Source: an optimization exercise on an open RTL-to-GDS flow (aim: small area and few clock cycles). Production flows keep margins and buffers that such runs may drop. The RTL was checked by simulation tests, not by an equivalence proof against the original design. Power and IR drop assume default switching activity.

==> v12: inputs <==
==> flow/design.v <==
module mode_engine (
    input  wire         clk,
    input  wire         rst,           
    input  wire         cmd_valid,
    output wire         cmd_ready,
    input  wire [31:0]  cmd_word,
    input  wire [31:0]  len,
    input  wire [31:0]  aad_len,
    input  wire [127:0] iv,
    input  wire [127:0] tag_in,
    input  wire [7:0]   ksd,
    input  wire [7:0]   kst,
    input  wire [7:0]   ght,
    output wire         done,
    output wire [3:0]   result,
    output wire [127:0] tag_out,
    output wire         in_ready,
    input  wire         in_valid,
    input  wire [127:0] in_data,
    output wire         out_valid,
    output wire [127:0] out_data,
    output wire         bc_req,
    output wire         bc_dec,
    output wire [7:0]   bc_key,
    output wire [127:0] bc_in,
    input  wire         bc_ack,
    input  wire [127:0] bc_out,
    output wire         gh_req,
    output wire [7:0]   gh_key,
    output wire [127:0] gh_acc,
    output wire [127:0] gh_data,
    input  wire         gh_ack,
    input  wire [127:0] gh_out
);
    localparam [3:0] R_OK       = 4'h1;
    localparam [3:0] R_TAGGED   = 4'h2;
    localparam [3:0] R_VERIFIED = 4'h3;
    localparam [3:0] R_ERR_LEN  = 4'h8;
    localparam [3:0] R_ERR_AUTH = 4'h9;
    localparam [3:0] R_ERR_ILL  = 4'hA;
    localparam [2:0] S_IDLE  = 3'd0;
    localparam [2:0] S_DONE  = 3'd1;
    localparam [2:0] S_ERR   = 3'd2;    
    localparam [2:0] S_TWK   = 3'd3;    
    localparam [2:0] S_FETCH = 3'd4;    
    localparam [2:0] S_RUN   = 3'd5;    
    localparam [2:0] S_GCM   = 3'd6;
    localparam [1:0] P_AAD = 2'd0;      
    localparam [1:0] P_DAT = 2'd1;      
    localparam [1:0] P_LEN = 2'd2;      
    localparam [1:0] P_REL = 2'd3;      
    reg  [2:0]   state;
    reg  [1:0]   ph;
    reg          yp;        
    reg          fl;        
    reg          ekq;       
    reg          ekh;       
    reg          bcr;
    reg          ghr;
    reg  [28:0]  ctr;       
    reg  [3:0]   res;
    reg  [127:0] X;
    reg  [127:0] Y;
    wire       legal  = (cmd_word[31:3] == 29'h0) && (cmd_word[1:0] != 2'd0);
    wire       dir    = cmd_word[2];
    wire       is_cbc = (cmd_word[1:0] == 2'd1);
    wire       is_xts = (cmd_word[1:0] == 2'd2);
    wire       is_gcm = (cmd_word[1:0] == 2'd3);
    wire       len_nz = (len != 32'h0);
    wire       aad_nz = (aad_len != 32'h0);
    wire       lenbad = !len_nz || (len[3:0] != 4'h0);
    wire       idle   = (state == S_IDLE) || (state == S_DONE);
    wire       gcm    = (state == S_GCM);
    wire       bca    = bc_ack && bcr;
    wire       gha    = gh_ack && ghr;
    wire [31:0] L     = (gcm && ph == P_AAD) ? aad_len : len;
    wire [28:0] T     = {1'b0, L[31:4]} + ((L[3:0] != 4'h0) ? 29'd2 : 29'd1);
    wire        last  = (ctr == T);
    wire        part  = last && (L[3:0] != 4'h0);
    reg  [127:0] M;
    integer i;
    always @* begin
        for (i = 0; i < 16; i = i + 1)
            M[127 - 8*i -: 8] = (!part || (i < L[3:0])) ? 8'hff : 8'h00;
    end
    function [127:0] dbl;
        input [127:0] t;
        reg   [127:0] v;
        integer k;
        begin
            for (k = 0; k < 16; k = k + 1)
                v[8*k +: 8] = t[127 - 8*k -: 8];
            v = {v[126:0], 1'b0} ^ (v[127] ? 128'h87 : 128'h0);
            for (k = 0; k < 16; k = k + 1)
                dbl[127 - 8*k -: 8] = v[8*k +: 8];
        end
    endfunction
    wire [127:0] dblY   = dbl(Y);
    wire [127:0] lenblk = {29'h0, aad_len, 3'h0, 29'h0, len, 3'h0};
    wire         gout = gcm && (ph == P_DAT || ph == P_REL) && !ekq;
    wire [127:0] G    = {128{bca}} & (gout ? M : {128{1'b1}});
    wire [127:0] oex  = (bc_out & G) ^ Y;
    wire [127:0] tagx = gh_out ^ Y;
    wire         tag_ok = (tagx == tag_in);
    wire gin = gcm && (ph != P_LEN) && !fl && !yp && (!ghr || gha);
    wire rin = bca && ((state == S_RUN && !last) || state == S_TWK);
    assign cmd_ready = idle;
    assign done      = (state == S_DONE);
    assign result    = res;
    assign tag_out   = X;
    assign in_ready  = (state == S_FETCH) || rin || gin;
    assign out_valid = bca && ((state == S_RUN) || (gcm && yp));
    assign out_data  = oex;
    assign bc_req = bcr;
    assign bc_dec = dir && (state == S_RUN);
    assign bc_key = (state == S_TWK) ? kst : ksd;
    assign bc_in  = (X & {128{state == S_RUN}}) |
                    ({iv[127:64], iv[63:32] & {32{gcm}}, 3'h0, ctr & {29{gcm}}} &
                     {128{state == S_TWK || gcm}});
    assign gh_req  = ghr;
    assign gh_key  = ght;
    assign gh_acc  = X & {128{gcm}};
    assign gh_data = (gcm && ph == P_LEN) ? lenblk : Y;
    reg xen, xa_in, xa_gh, xz_y, xz_bc, xz_dbl;
    reg yen, ys_in, ys_o, ys_x, ys_dbl, ys_iv;
    reg fin, fin_tag;
    reg [2:0]  n_state;
    reg [1:0]  n_ph;
    reg        n_yp, n_fl, n_ekq, n_ekh, n_bcr, n_ghr;
    reg [28:0] n_ctr;
    reg [3:0]  n_res;
    wire take = in_ready && in_valid;
    always @* begin
        xen = 1'b0; xa_in = 1'b0; xa_gh = 1'b0; xz_y = 1'b0; xz_bc = 1'b0; xz_dbl = 1'b0;
        yen = 1'b0; ys_in = 1'b0; ys_o = 1'b0; ys_x = 1'b0; ys_dbl = 1'b0; ys_iv = 1'b0;
        fin = 1'b0; fin_tag = 1'b0;
        n_state = state; n_ph = ph; n_yp = yp; n_fl = fl; n_ekq = ekq; n_ekh = ekh;
        n_bcr = bcr; n_ghr = ghr; n_ctr = ctr; n_res = res;
        case (state)
        S_IDLE, S_DONE: begin
            if (cmd_valid) begin
                n_ctr = 29'd2;
                if (!legal || (!is_gcm && lenbad)) begin
                    n_state = S_ERR;
                end else if (is_cbc) begin
                    yen = 1'b1; ys_iv = 1'b1;
                    n_state = S_FETCH;
                end else if (is_xts) begin
                    n_bcr = 1'b1;
                    n_state = S_TWK;
                end else begin
                    xen = 1'b1;                      
                    n_state = S_GCM;
                    if (aad_nz) begin
                        n_ph = P_AAD;
                    end else if (len_nz) begin
                        n_ph  = P_DAT;
                        n_bcr = !dir;
                    end else begin
                        n_ph  = P_LEN;
                        n_ctr = 29'd1;
                        n_bcr = 1'b1;
                        n_ekq = 1'b1;
                        n_ghr = 1'b1;
                    end
                end
            end
        end
        S_ERR: begin
            n_res   = legal ? R_ERR_LEN : R_ERR_ILL;
            n_ctr   = 29'd0;
            n_state = S_DONE;
        end
        S_FETCH: begin
            if (in_valid) begin
                xen = 1'b1; xa_in = 1'b1; xz_y = !(is_cbc && dir);
                if (is_cbc && !dir) yen = 1'b1;      
                n_bcr   = 1'b1;
                n_state = S_RUN;
            end
        end
        S_TWK: begin
            if (bca) begin
                yen = 1'b1; ys_o = 1'b1;             
                if (in_valid) begin
                    xen = 1'b1; xa_in = 1'b1; xz_bc = 1'b1;
                    n_state = S_RUN;
                end else begin
                    n_bcr   = 1'b0;
                    n_state = S_FETCH;
                end
            end
        end
        S_RUN: begin
            if (bca) begin
                if (last) begin
                    n_res = R_OK;
                    fin   = 1'b1;
                end else begin
                    n_ctr = ctr + 29'd1;
                    if (is_cbc && !dir) begin
                        if (!in_valid) begin yen = 1'b1; ys_o = 1'b1; end
                    end else if (is_cbc) begin
                        yen = 1'b1; ys_x = 1'b1;
                    end else begin
                        yen = 1'b1; ys_dbl = 1'b1;
                    end
                    if (in_valid) begin
                        xen = 1'b1; xa_in = 1'b1;
                        xz_bc  = is_cbc && !dir;
                        xz_dbl = is_xts;
                    end else begin
                        n_bcr   = 1'b0;
                        n_state = S_FETCH;
                    end
                end
            end
        end
        S_GCM: begin
            if (take) begin
                yen = 1'b1; ys_in = 1'b1;
                if (ph == P_AAD || (ph == P_DAT && dir)) begin
                    n_ghr = 1'b1;
                    n_ctr = ctr + 29'd1;
                    if (last) begin
                        n_fl = 1'b1;
                        if (ph == P_AAD && len_nz) begin
                            n_ctr = 29'd2;
                            n_bcr = !dir;
                        end else begin
                            n_ctr = 29'd1;
                            n_bcr = 1'b1;
                            n_ekq = 1'b1;
                        end
                    end
                end else begin
                    n_yp = 1'b1;
                    if (last) n_fl = 1'b1;
                end
            end
            if (gha) begin
                if (ph == P_LEN) begin
                    if (ekh) begin
                        n_ghr = 1'b0;
                        if (!dir) begin
                            xen = 1'b1; xa_gh = 1'b1; xz_y = 1'b1;    
                            n_res = R_TAGGED;
                            fin = 1'b1; fin_tag = 1'b1;
                        end else if (!tag_ok) begin
                            n_res = R_ERR_AUTH;
                            fin = 1'b1;
                        end else if (!len_nz) begin
                            n_res = R_VERIFIED;
                            fin = 1'b1;
                        end else begin
                            xen = 1'b1;                                  
                            yen = 1'b1;
                            n_ph  = P_REL;
                            n_ctr = 29'd2;
                            n_bcr = 1'b1;
                            n_ekh = 1'b0;
                            n_fl  = 1'b0;
                        end
                    end
                end else begin
                    xen = 1'b1; xa_gh = 1'b1;
                    if (!(take && (ph == P_AAD || dir))) n_ghr = 1'b0;
                    if (fl && !yp) begin
                        n_fl = 1'b0;
                        if (ph == P_AAD && len_nz) begin
                            n_ph = P_DAT;
                        end else begin
                            n_ph  = P_LEN;
                            n_ghr = 1'b1;
                            yen   = 1'b1;                    
                        end
                    end
                end
            end
            if (bca) begin
                if (ekq) begin
                    if (ph == P_LEN) begin
                        yen = 1'b1; ys_o = 1'b1;             
                        n_ekh = 1'b1;
                        n_ekq = 1'b0;
                        n_bcr = 1'b0;
                    end
                end else if (yp) begin
                    n_yp = 1'b0;
                    if (ph == P_DAT) begin
                        yen = 1'b1; ys_o = 1'b1;             
                        n_ghr = 1'b1;
                        if (fl) begin
                            n_ctr = 29'd1;
                            n_ekq = 1'b1;
                        end else begin
                            n_ctr = ctr + 29'd1;
                        end
                    end else begin
                        if (fl) begin
                            n_res = R_VERIFIED;
                            fin   = 1'b1;
                        end else begin
                            n_ctr = ctr + 29'd1;
                        end
                    end
                end
            end
        end
        default: n_state = S_IDLE;
        endcase
        if (fin) begin
            n_state = S_DONE;
            n_ph = P_AAD; n_yp = 1'b0; n_fl = 1'b0; n_ekq = 1'b0; n_ekh = 1'b0;
            n_bcr = 1'b0; n_ghr = 1'b0; n_ctr = 29'd0;
            if (!fin_tag) begin
                xen = 1'b1; xa_in = 1'b0; xa_gh = 1'b0;
                xz_y = 1'b0; xz_bc = 1'b0; xz_dbl = 1'b0;
            end
            yen = 1'b1; ys_in = 1'b0; ys_o = 1'b0; ys_x = 1'b0; ys_dbl = 1'b0; ys_iv = 1'b0;
        end
        if (rst) begin
            n_state = S_IDLE;
            n_ph = P_AAD; n_yp = 1'b0; n_fl = 1'b0; n_ekq = 1'b0; n_ekh = 1'b0;
            n_bcr = 1'b0; n_ghr = 1'b0; n_ctr = 29'd0; n_res = 4'h0;
            xen = 1'b1; xa_in = 1'b0; xa_gh = 1'b0; xz_y = 1'b0; xz_bc = 1'b0; xz_dbl = 1'b0;
            yen = 1'b1; ys_in = 1'b0; ys_o = 1'b0; ys_x = 1'b0; ys_dbl = 1'b0; ys_iv = 1'b0;
        end
    end
    wire [127:0] xa = (in_data & {128{xa_in}}) | (gh_out & {128{xa_gh}});
    wire [127:0] xz = (Y & {128{xz_y}}) | (bc_out & {128{xz_bc}}) | (dblY & {128{xz_dbl}});
    wire [127:0] yn = (in_data & M & {128{ys_in}}) | (oex & {128{ys_o}}) |
                      (X & {128{ys_x}}) | (dblY & {128{ys_dbl}}) | (iv & {128{ys_iv}});
    always @(posedge clk) begin
        state <= n_state;
        ph    <= n_ph;
        yp    <= n_yp;
        fl    <= n_fl;
        ekq   <= n_ekq;
        ekh   <= n_ekh;
        bcr   <= n_bcr;
        ghr   <= n_ghr;
        ctr   <= n_ctr;
        res   <= n_res;
        if (xen) X <= xa ^ xz;
        if (yen) Y <= yn;
    end
endmodule
==> flow/run.sh <==
#!/bin/bash
# synth_recipe.tcl (not shown) runs the flow's synth.tcl, then flattens the netlist and writes it again
# the make line also repeats each setting of config.mk as NAME=value (left out here)
make -C /OpenROAD-flow-scripts/flow DESIGN_CONFIG=/design/flow/config.mk WORK_HOME=/design/flow/orfs CLKGATE_MAP_FILE= SYNTH_SCRIPT=/design/flow/synth_recipe.tcl finish
==> flow/config.mk <==
export PLATFORM = sky130hd
export DESIGN_NAME = mode_engine
export DESIGN_NICKNAME = mode_engine
export VERILOG_FILES = /design/flow/design.v
export SDC_FILE = /design/flow/constraint.sdc
export NUM_CORES = 4
export LEC_CHECK = 0
export CAP_MARGIN = 20
export CORE_AREA = 10 10 510 510
export DIE_AREA = 0 0 520 520
export SLEW_MARGIN = 20
==> flow/constraint.sdc <==
create_clock -name core_clock -period 10.0 [get_ports {clk}]
set_input_delay 2.0000 -clock core_clock [delete_from_list [all_inputs] [get_ports {clk}]]
set_output_delay 2.0000 -clock core_clock [all_outputs]
set_load 0.01 [all_outputs]
==> inputs of v6, as changes to v12 <==
==> flow/flow/run.sh (new file) <==
#!/bin/bash
# Standard layout with two changes:
#  - port buffers made from the smallest buffer cell (buf_1) instead of the
#    delay buffer buffer_ports picks by default;
#  - ABC's mapping script without its final buffer/upsize/downsize passes
#    (OpenROAD repairs timing and slew after placement anyway).
# Everything else, synthesis included, is ORFS's own scripts, unchanged.
set -euo pipefail
rm -rf scripts
cp -r "$FLOW_HOME/scripts" scripts
sed -i '/^buffer -c$/d;/^upsize -c$/d;/^dnsize -c$/d' scripts/abc_speed.script
export BUFFER_PORTS_ARGS="-buffer_cell sky130_fd_sc_hd__buf_1"
bash standard.sh SCRIPTS_DIR="$PWD/scripts" finish > standard.log 2>&1
==> flow/standard.sh (new file) <==
#!/bin/bash
# synth_recipe.tcl (not shown) runs the flow's synth.tcl, then flattens the netlist and writes it again
# the make line also repeats each setting of config.mk as NAME=value (left out here)
make -C /OpenROAD-flow-scripts/flow DESIGN_CONFIG=/design/flow/config.mk WORK_HOME=/design/flow/orfs CLKGATE_MAP_FILE= SYNTH_SCRIPT=/design/flow/synth_recipe.tcl "${@:-finish}"
removed: flow/run.sh
==> run summary <==
Against v12, the synthesized area of v6 is smaller by about 6%.
Of v6 and v12, v12 has the higher wire length (gap 5.2%, measured against v12).
Between v12 and v6, the lower sequential power is in v6 (gap about 2%, measured against v6).
In sequential cell count, v6 and v12 do not differ.
Testbench counts of v12, summed over its fixed seeds: cycles 35,862.
Testbench counts of v6, summed over its fixed seeds: cycles 35,862.

==> afterwards: timing with drivers on the ports <==
In the flow no input, the clock included, has a driving cell. The finished layouts below were timed again as built, in two steps.
Step 1 sets driving cells, clkbuf_16 on the clock port and buf_2 on the other inputs (assumed; they add their load-dependent delay and slew).
Step 2, shift: input delay + t, output delay - t, t = (earliest + latest rising clock arrival at the registers) / 2. This alone moves slack from input paths to output paths.
Slacks: ideal / step 1 / step 2; pairs: ideal / step 1.
run	t, ns	setup WS [ns]	hold slack, ns
v12	0.790	0.214 / 0.178 / 0.178	0.494 / 0.494 / 0.494
v6	0.807	0.100 / 0.021 / 0.021	0.463 / 0.463 / 0.463
After both steps setup and hold are still met in every run listed. For v6, which loses most, drivers alone change the setup slack by -0.079 ns; drivers and shift together by -0.079 ns.
